Background: an optimization exercise with open tools, aiming at small area, a short achievable clock period and few clock cycles per item. Do not read the settings as production practice. At most, simulation tests tie the RTL to the original design; equivalence was not proved. Power is estimated from default activity; no workload was simulated.

==> inputs of try-umber <==
Design erf_decoder, start of the top module:
module erf_decoder (
    input  wire         clk,
    input  wire         rst,
    input  wire         in_valid,
    output wire         in_ready,
    input  wire         in_vreset,
    input  wire         in_en,
    input  wire [119:0] in_pkt,
    output reg          out_valid,
    input  wire         out_ready,
    output wire         out_trigger,
    output wire [4:0]   out_err,
    output reg  [39:0]  out_ts,
    output reg  [1:0]   out_seq,
    output reg  [7:0]   out_sync,
    output reg  [15:0]  out_crc_rx,
    output wire [15:0]  out_crc_calc,
    output reg  [31:0]  out_flags_lo,
    output reg  [5:0]   out_flags_hi,
    output reg  [2:0]   out_grp_r,
    output reg  [2:0]   out_grp_s,
    output reg  [3:0]   out_pkt_err,
    output reg          out_mode,
    output reg  [4:0]   out_aux
);
==> flow/config.mk <==
export PLATFORM = sky130hd
export DESIGN_NAME = erf_decoder
export DESIGN_NICKNAME = erf_decoder
export VERILOG_FILES = /design/flow/design.v
export SDC_FILE = /design/flow/constraint.sdc
export NUM_CORES = 4
export LEC_CHECK = 0
export CAP_MARGIN = 20
export CORE_MARGIN = 2
export CORE_UTILIZATION = 60
export CTS_BUF_LIST = sky130_fd_sc_hd__clkbuf_8
export PLACE_DENSITY = 0.7
export SETUP_SLACK_MARGIN = 2.9
export SLEW_MARGIN = 20
==> flow/constraint.sdc <==
create_clock -name core_clock -period 6.0 [get_ports {clk}]
set_input_delay 1.2000 -clock core_clock [delete_from_list [all_inputs] [get_ports {clk}]]
set_output_delay 1.2000 -clock core_clock [all_outputs]
set_load 0.01 [all_outputs]
standard.sh (not shown) runs the stock make flow with config.mk's settings and CLKGATE_MAP_FILE= SYNTH_SCRIPT=/design/flow/synth_recipe.tcl, a recipe that flattens the netlist after the stock synthesis.
==> flow/flow/run.sh <==
#!/bin/bash
# ORFS layout with these changes:
#  - synthesis maps the logic with flow/map.abc (synch2 restructuring and
#    area-recovering mapping, keeping the XOR network of the RTL) instead of
#    ORFS's delay-first ABC script; everything else in synthesis, including
#    the flip-flop mapping, is synth_recipe.tcl unchanged;
#  - the port buffers are buf_1 cells (buffer_ports otherwise picks
#    clkdlybuf4s50_1 delay cells).
set -euo pipefail
W=$(pwd)
{
  echo "proc abc {args} { set i [lsearch \$args -script]; if {\$i >= 0} { lset args [expr {\$i+1}] $W/flow/map.abc }; yosys abc {*}\$args }"
  cat synth_recipe.tcl
} > flow_synth.tcl
sed "s#SYNTH_SCRIPT=[^ ]*#SYNTH_SCRIPT=$W/flow_synth.tcl#" standard.sh > flow_standard.sh
grep -q "SYNTH_SCRIPT=$W/flow_synth.tcl" flow_standard.sh
export BUFFER_PORTS_ARGS="-buffer_cell sky130_fd_sc_hd__buf_1"
bash flow_standard.sh > standard.log 2>&1
==> flow/flow/map.abc <==
&get -n
&st
&synch2
&nf
&put
==> try-violet (differences from try-umber) <==
--- a/flow/flow/run.sh
+++ b/flow/flow/run.sh
@@ -1,5 +1,5 @@
 #!/bin/bash
 # ORFS layout with these changes:
-#  - synthesis maps the logic with flow/map.abc (synch2 restructuring and
+#  - synthesis maps the logic with flow/map.abc (structural choices and
 #    area-recovering mapping, keeping the XOR network of the RTL) instead of
 #    ORFS's delay-first ABC script; everything else in synthesis, including
==> flow/flow/map.abc (replaced) <==
&get -n
&st
&dch
&nf
&put
--- a/flow/config.mk
+++ b/flow/config.mk
@@ -10,5 +10,6 @@
 export CORE_UTILIZATION = 60
 export CTS_BUF_LIST = sky130_fd_sc_hd__clkbuf_8
+export GPL_ROUTABILITY_DRIVEN = 0
 export PLACE_DENSITY = 0.7
-export SETUP_SLACK_MARGIN = 2.9
+export SETUP_SLACK_MARGIN = 2.75
 export SLEW_MARGIN = 20
==> comparison table <==
| quantity | try-umber | try-violet |
|---|---|---|
| Result of the run | complete, no violations | complete, no violations |
| Proportion of power drawn by flip-flops and latches | 31.3% | 32.8% |
| Metal1 wirelength | 14.27 mm | 13.65 mm |
| Met3 routed WL | 2.392 mm | 2.097 mm |
| Non-clock buffer share | 10.61% | 9.022% |
| Effective utilization at floorplan | 60.84% | 61.36% |
| Part of the Yosys area used for sequential elements | 38.64% | 37.91% |
| Number of multi-input logic gates | 828 | 821 |
| Sw Pwr | 1.939 mW | 1.824 mW |
| Highest achievable clock rate | 311.9 MHz | 309.1 MHz |
| Clock distribution power | 914 uW | 858 uW |
| Slowest Stage Delay on Critical Path | 0.33 ns | 0.43 ns |
| Post-detailed-route wirelength per cell | 21.53 um | 20.80 um |
| Via count of the first global-routing pass | 8569 | 8492 |
| Grt met1 use | 48.47% | 44.24% |
| Syn Inst Count | 1027 | 1026 |
| Total instance count after detailed placement | 1532 | 1525 |
| Reg2reg path depth | 13 | 12 |
| Non-clock inverter count | 6 | 10 |
| Average cell area after synthesis | 10.14 um2 | 10.34 um2 |
Testbench counts of try-umber, summed over its fixed seeds: cycles 2,408, items 2,365.
Testbench counts of try-violet, summed over its fixed seeds: cycles 2,408, items 2,365.

==> try-juniper <==
erf_decoder, a different RTL version from the one above (not shown whole).
clock: 6.0 ns
lec_check: 0
cap_margin: 20
core_margin: 2
core_utilization: 40
place_density: 0.6
setup_slack_margin: 2.5
slew_margin: 20
run.sh (not shown) runs the stock make flow with config.mk's settings and CLKGATE_MAP_FILE= SYNTH_SCRIPT=/design/flow/synth_recipe.tcl, a recipe that flattens the netlist after the stock synthesis.
Stock flow here: none of the scripts above is used.
==> inputs of try-indigo, as changes to try-juniper <==
--- a/flow/design.v
+++ b/flow/design.v
@@ -11,13 +11,13 @@
     output wire         out_trigger,
     output wire [4:0]   out_err,
     output reg  [39:0]  out_ts,
     output reg  [1:0]   out_seq,
     output reg  [7:0]   out_sync,
     output reg  [15:0]  out_crc_rx,
-    output reg  [15:0]  out_crc_calc,
+    output wire [15:0]  out_crc_calc,
     output reg  [31:0]  out_flags_lo,
     output reg  [5:0]   out_flags_hi,
     output reg  [2:0]   out_grp_r,
     output reg  [2:0]   out_grp_s,
     output reg  [3:0]   out_pkt_err,
     output reg          out_mode,
@@ -426,13 +426,13 @@
     wire [7:0]  b5 = in_pkt[47:40];
     wire [7:0]  b6 = in_pkt[55:48];
     wire [7:0]  b7 = in_pkt[63:56];
     wire [7:0]  b8 = in_pkt[71:64];
     wire [7:0]  b9 = in_pkt[79:72];
     wire [37:0] i_flags = {b9, b8, b7[7:1], b6[5:0], b5[7:3], b4[7:4]};
-    wire [135:0] i_res = {i_ts, i_seq, i_sync, in_pkt[15:0], crc_in, i_flags,
+    wire [135:0] i_res = {i_ts, i_seq, i_sync, in_pkt[15:0], crc_in ^ in_pkt[15:0], i_flags,
                           b5[0], b5[1], b5[2], b6[6], b6[7], b7[0],
                           b4[3:0], b3[7], b3[6:2]};
     reg          c_seq_have;
     reg  [1:0]   c_last_seq;
     reg          c_sync_have;
     reg  [7:0]   c_last_sync;
@@ -442,23 +442,28 @@
     reg          u_ts;     
     reg          r_trig;
     reg          r_seq_bad;
     reg          r_sync_rep;
     reg          r_sync_bad;
     reg          r_ts_bad;
-    wire crc_ok = (out_crc_calc == out_crc_rx);
+    reg  [15:0]  r_synd;
+    assign out_crc_calc = r_synd ^ out_crc_rx;
+    wire crc_ok = (r_synd == 16'd0);
     assign out_trigger = r_trig & crc_ok;
     assign out_err     = crc_ok ? {r_ts_bad, r_sync_bad, r_sync_rep, r_seq_bad, 1'b0} : 5'h01;
+    reg          c_ts_nz;
+    reg          r_ts_nz;
     wire         e_seq  = u_seq  & crc_ok;
     wire         e_sync = u_sync & crc_ok;
     wire         e_ts   = u_ts   & crc_ok;
     wire         s_seq_have  = c_seq_have | e_seq;
     wire [1:0]   s_last_seq  = e_seq ? out_seq : c_last_seq;
     wire         s_sync_have = c_sync_have | e_sync;
     wire [7:0]   s_last_sync = e_sync ? out_sync : c_last_sync;
     wire [39:0]  s_last_ts   = e_ts ? out_ts : c_last_ts;
+    wire         s_ts_nz     = e_ts ? r_ts_nz : c_ts_nz;
     assign in_ready = !out_valid || out_ready;
     wire acc     = in_valid && in_ready;
     wire acc_dec = acc && !in_vreset;
     wire ld      = acc_dec && in_en;
     wire clr     = rst || (acc && in_vreset);
     wire tc_g0_0 = i_ts[0] & ~s_last_ts[0];
@@ -617,32 +622,38 @@
     wire tc_e1_4 = tc_e3_3 & tc_e2_3;
     wire tc_g0_5 = tc_g1_4 | (tc_e1_4 & tc_g0_4);
     wire tc_e0_5 = tc_e1_4 & tc_e0_4;
     wire tc_g0_6 = tc_g4_3 | (tc_e4_3 & tc_g0_5);
     wire ts_gt = tc_g0_6;
     wire sync_bad = !((i_sync == 8'h55) || (i_sync == 8'hAA));
-    wire seq_bad  = s_seq_have && (i_seq != s_last_seq + 2'd1);
-    wire sync_rep = s_sync_have && (i_sync == s_last_sync);
-    wire ts_bad   = (s_last_ts != 40'd0) && !ts_gt;
-    wire [135:0] res_q = {out_ts, out_seq, out_sync, out_crc_rx, out_crc_calc,
+    wire seq_bad_c  = c_seq_have && (i_seq != c_last_seq + 2'd1);
+    wire seq_bad_o  = (i_seq != out_seq + 2'd1);
+    wire seq_bad    = e_seq ? seq_bad_o : seq_bad_c;
+    wire sync_rep_c = c_sync_have && (i_sync == c_last_sync);
+    wire sync_rep_o = (i_sync == out_sync);
+    wire sync_rep   = e_sync ? sync_rep_o : sync_rep_c;
+    wire ts_bad     = s_ts_nz && !ts_gt;
+    wire [135:0] res_q = {out_ts, out_seq, out_sync, out_crc_rx, r_synd,
                           out_flags_hi, out_flags_lo, out_grp_r, out_grp_s,
                           out_pkt_err, out_mode, out_aux};
     wire [135:0] res_d = ({136{ld}} & i_res) | ({136{!acc}} & res_q);
     always @(posedge clk) begin
         if (clr) begin
             c_seq_have  <= 1'b0;
             c_last_seq  <= 2'd0;
             c_sync_have <= 1'b0;
             c_last_sync <= 8'h00;
             c_last_ts   <= 40'd0;
+            c_ts_nz     <= 1'b0;
         end else begin
             c_seq_have  <= s_seq_have;
             c_last_seq  <= s_last_seq;
             c_sync_have <= s_sync_have;
             c_last_sync <= s_last_sync;
             c_last_ts   <= s_last_ts;
+            c_ts_nz     <= s_ts_nz;
         end
         if (rst || !acc_dec) begin
             u_seq  <= 1'b0;
             u_sync <= 1'b0;
             u_ts   <= 1'b0;
         end else begin
@@ -659,12 +670,13 @@
         if (acc_dec) begin
             r_trig     <= ld && !sync_bad;
             r_seq_bad  <= ld && seq_bad;
             r_sync_bad <= ld && sync_bad;
             r_sync_rep <= ld && !sync_bad && sync_rep;
             r_ts_bad   <= ld && !sync_bad && ts_bad;
+            r_ts_nz    <= ld && (i_ts != 40'd0);
         end
-        {out_ts, out_seq, out_sync, out_crc_rx, out_crc_calc,
+        {out_ts, out_seq, out_sync, out_crc_rx, r_synd,
          out_flags_hi, out_flags_lo, out_grp_r, out_grp_s,
          out_pkt_err, out_mode, out_aux} <= res_d;
     end
 endmodule
==> inputs of try-garnet, as changes to try-juniper <==
--- a/flow/design.v
+++ b/flow/design.v
@@ -11,13 +11,13 @@
     output wire         out_trigger,
     output wire [4:0]   out_err,
     output reg  [39:0]  out_ts,
     output reg  [1:0]   out_seq,
     output reg  [7:0]   out_sync,
     output reg  [15:0]  out_crc_rx,
-    output reg  [15:0]  out_crc_calc,
+    output wire [15:0]  out_crc_calc,
     output reg  [31:0]  out_flags_lo,
     output reg  [5:0]   out_flags_hi,
     output reg  [2:0]   out_grp_r,
     output reg  [2:0]   out_grp_s,
     output reg  [3:0]   out_pkt_err,
     output reg          out_mode,
@@ -426,13 +426,13 @@
     wire [7:0]  b5 = in_pkt[47:40];
     wire [7:0]  b6 = in_pkt[55:48];
     wire [7:0]  b7 = in_pkt[63:56];
     wire [7:0]  b8 = in_pkt[71:64];
     wire [7:0]  b9 = in_pkt[79:72];
     wire [37:0] i_flags = {b9, b8, b7[7:1], b6[5:0], b5[7:3], b4[7:4]};
-    wire [135:0] i_res = {i_ts, i_seq, i_sync, in_pkt[15:0], crc_in, i_flags,
+    wire [135:0] i_res = {i_ts, i_seq, i_sync, in_pkt[15:0], crc_in ^ in_pkt[15:0], i_flags,
                           b5[0], b5[1], b5[2], b6[6], b6[7], b7[0],
                           b4[3:0], b3[7], b3[6:2]};
     reg          c_seq_have;
     reg  [1:0]   c_last_seq;
     reg          c_sync_have;
     reg  [7:0]   c_last_sync;
@@ -442,23 +442,28 @@
     reg          u_ts;     
     reg          r_trig;
     reg          r_seq_bad;
     reg          r_sync_rep;
     reg          r_sync_bad;
     reg          r_ts_bad;
-    wire crc_ok = (out_crc_calc == out_crc_rx);
+    reg  [15:0]  r_synd;
+    assign out_crc_calc = r_synd ^ out_crc_rx;
+    wire crc_ok = (r_synd == 16'd0);
     assign out_trigger = r_trig & crc_ok;
     assign out_err     = crc_ok ? {r_ts_bad, r_sync_bad, r_sync_rep, r_seq_bad, 1'b0} : 5'h01;
+    reg          c_ts_nz;
+    reg          r_ts_nz;
     wire         e_seq  = u_seq  & crc_ok;
     wire         e_sync = u_sync & crc_ok;
     wire         e_ts   = u_ts   & crc_ok;
     wire         s_seq_have  = c_seq_have | e_seq;
     wire [1:0]   s_last_seq  = e_seq ? out_seq : c_last_seq;
     wire         s_sync_have = c_sync_have | e_sync;
     wire [7:0]   s_last_sync = e_sync ? out_sync : c_last_sync;
     wire [39:0]  s_last_ts   = e_ts ? out_ts : c_last_ts;
+    wire         s_ts_nz     = e_ts ? r_ts_nz : c_ts_nz;
     assign in_ready = !out_valid || out_ready;
     wire acc     = in_valid && in_ready;
     wire acc_dec = acc && !in_vreset;
     wire ld      = acc_dec && in_en;
     wire clr     = rst || (acc && in_vreset);
     wire tc_g0_0 = i_ts[0] & ~s_last_ts[0];
@@ -617,32 +622,38 @@
     wire tc_e1_4 = tc_e3_3 & tc_e2_3;
     wire tc_g0_5 = tc_g1_4 | (tc_e1_4 & tc_g0_4);
     wire tc_e0_5 = tc_e1_4 & tc_e0_4;
     wire tc_g0_6 = tc_g4_3 | (tc_e4_3 & tc_g0_5);
     wire ts_gt = tc_g0_6;
     wire sync_bad = !((i_sync == 8'h55) || (i_sync == 8'hAA));
-    wire seq_bad  = s_seq_have && (i_seq != s_last_seq + 2'd1);
-    wire sync_rep = s_sync_have && (i_sync == s_last_sync);
-    wire ts_bad   = (s_last_ts != 40'd0) && !ts_gt;
-    wire [135:0] res_q = {out_ts, out_seq, out_sync, out_crc_rx, out_crc_calc,
+    wire seq_bad_c  = c_seq_have && (i_seq != c_last_seq + 2'd1);
+    wire seq_bad_o  = (i_seq != out_seq + 2'd1);
+    wire seq_bad    = e_seq ? seq_bad_o : seq_bad_c;
+    wire sync_rep_c = c_sync_have && (i_sync == c_last_sync);
+    wire sync_rep_o = (i_sync == out_sync);
+    wire sync_rep   = e_sync ? sync_rep_o : sync_rep_c;
+    wire ts_bad     = s_ts_nz && !ts_gt;
+    wire [135:0] res_q = {out_ts, out_seq, out_sync, out_crc_rx, r_synd,
                           out_flags_hi, out_flags_lo, out_grp_r, out_grp_s,
                           out_pkt_err, out_mode, out_aux};
     wire [135:0] res_d = ({136{ld}} & i_res) | ({136{!acc}} & res_q);
     always @(posedge clk) begin
         if (clr) begin
             c_seq_have  <= 1'b0;
             c_last_seq  <= 2'd0;
             c_sync_have <= 1'b0;
             c_last_sync <= 8'h00;
             c_last_ts   <= 40'd0;
+            c_ts_nz     <= 1'b0;
         end else begin
             c_seq_have  <= s_seq_have;
             c_last_seq  <= s_last_seq;
             c_sync_have <= s_sync_have;
             c_last_sync <= s_last_sync;
             c_last_ts   <= s_last_ts;
+            c_ts_nz     <= s_ts_nz;
         end
         if (rst || !acc_dec) begin
             u_seq  <= 1'b0;
             u_sync <= 1'b0;
             u_ts   <= 1'b0;
         end else begin
@@ -659,12 +670,13 @@
         if (acc_dec) begin
             r_trig     <= ld && !sync_bad;
             r_seq_bad  <= ld && seq_bad;
             r_sync_bad <= ld && sync_bad;
             r_sync_rep <= ld && !sync_bad && sync_rep;
             r_ts_bad   <= ld && !sync_bad && ts_bad;
+            r_ts_nz    <= ld && (i_ts != 40'd0);
         end
-        {out_ts, out_seq, out_sync, out_crc_rx, out_crc_calc,
+        {out_ts, out_seq, out_sync, out_crc_rx, r_synd,
          out_flags_hi, out_flags_lo, out_grp_r, out_grp_s,
          out_pkt_err, out_mode, out_aux} <= res_d;
     end
 endmodule
==> flow/flow/run.sh (new file) <==
#!/bin/bash
# Standard ORFS layout, except that the port buffers are buf_1 cells (the
# standard flow's buffer_ports picks clkdlybuf4s50_1 delay cells).
set -euo pipefail
export BUFFER_PORTS_ARGS="-buffer_cell sky130_fd_sc_hd__buf_1"
bash standard.sh > standard.log 2>&1
==> flow/standard.sh (new file) <==
#!/bin/bash
# synth_recipe.tcl (not shown) runs the flow's synth.tcl, then flattens the netlist and writes it again
# the make line also repeats each setting of config.mk as NAME=value (left out here)
make -C /OpenROAD-flow-scripts/flow DESIGN_CONFIG=/design/flow/config.mk WORK_HOME=/design/flow/orfs CLKGATE_MAP_FILE= SYNTH_SCRIPT=/design/flow/synth_recipe.tcl "${@:-finish}"
removed: flow/run.sh
==> qor summary <==
Skew final: try-indigo 0.0168 ns; try-juniper 0.0153 ns; try-garnet 0.0180 ns
Syn Std Cell Area: try-indigo 0.0113 sq mm; try-juniper 0.0111 sq mm; try-garnet 0.0113 sq mm
Core Rows: try-indigo 61; try-juniper 60; try-garnet 61
Final non-filler cell total: try-indigo 1746; try-juniper 1703; try-garnet 1747
Status: try-indigo complete, no violations; try-juniper complete, no violations; try-garnet complete, no violations
Global routing usage summed across all routing layers: try-indigo 26.4%; try-juniper 26.2%; try-garnet 25.0%
Peak per-stage delay on the critical path: try-indigo 0.66 ns; try-juniper 0.36 ns; try-garnet 0.34 ns
Detailed-placement wirelength estimate: try-indigo 30.3 mm; try-juniper 29.1 mm; try-garnet 29.4 mm
Flop pwr share: try-indigo 29.8%; try-juniper 30.5%; try-garnet 31.0%
Share of synthesized area occupied by flip-flops and latches: try-indigo 35.8%; try-juniper 36.0%; try-garnet 35.8%
FF+latch count, synth: try-indigo 199; try-juniper 197; try-garnet 199
Post-Route Utilization: try-indigo 54.8%; try-juniper 55.8%; try-garnet 48.3%
Effective utilization at floorplan: try-indigo 40.6%; try-juniper 40.9%; try-garnet 40.6%
M3 GR Usage: try-indigo 4.44%; try-juniper 4.58%; try-garnet 3.98%
Function was not checked in any run of this note: the RTL went through the layout flow alone.

-- what the ideal ports hide --
How much do the figures lean on ideal ports? The routed layouts below were timed once more, with nothing changed but the port constraints.
Step 1 sets driving cells, clkbuf_16 on the clock port and buf_2 on the other inputs (assumed; they add their load-dependent delay and slew).
Step 2, shift: input delay + t, output delay - t, t = (earliest + latest rising clock arrival at the registers) / 2. This alone moves slack from input paths to output paths.
Slacks: ideal / step 1 / step 2; pairs: ideal / step 1.
run	shift t [ns]	setup WS [ns]	clock arrival spread, ns	worst slew at a driven data input, ns
try-umber	0.526	2.793 / 2.789 / 2.293	0.021 / 0.021	0.06
try-violet	0.516	2.765 / 2.784 / 2.268	0.015 / 0.014	0.05
try-juniper	0.490	2.421 / 2.421 / 2.062	0.018 / 0.018	0.08
try-indigo	0.498	2.515 / 2.543 / 2.045	0.018 / 0.018	0.05
try-garnet	0.493	2.686 / 2.686 / 2.257	0.018 / 0.018	0.05
After both steps setup and hold are still met in every run listed. The setup slack of try-umber, which loses most, moves by -0.004 ns with the drivers and by -0.500 ns with both steps.
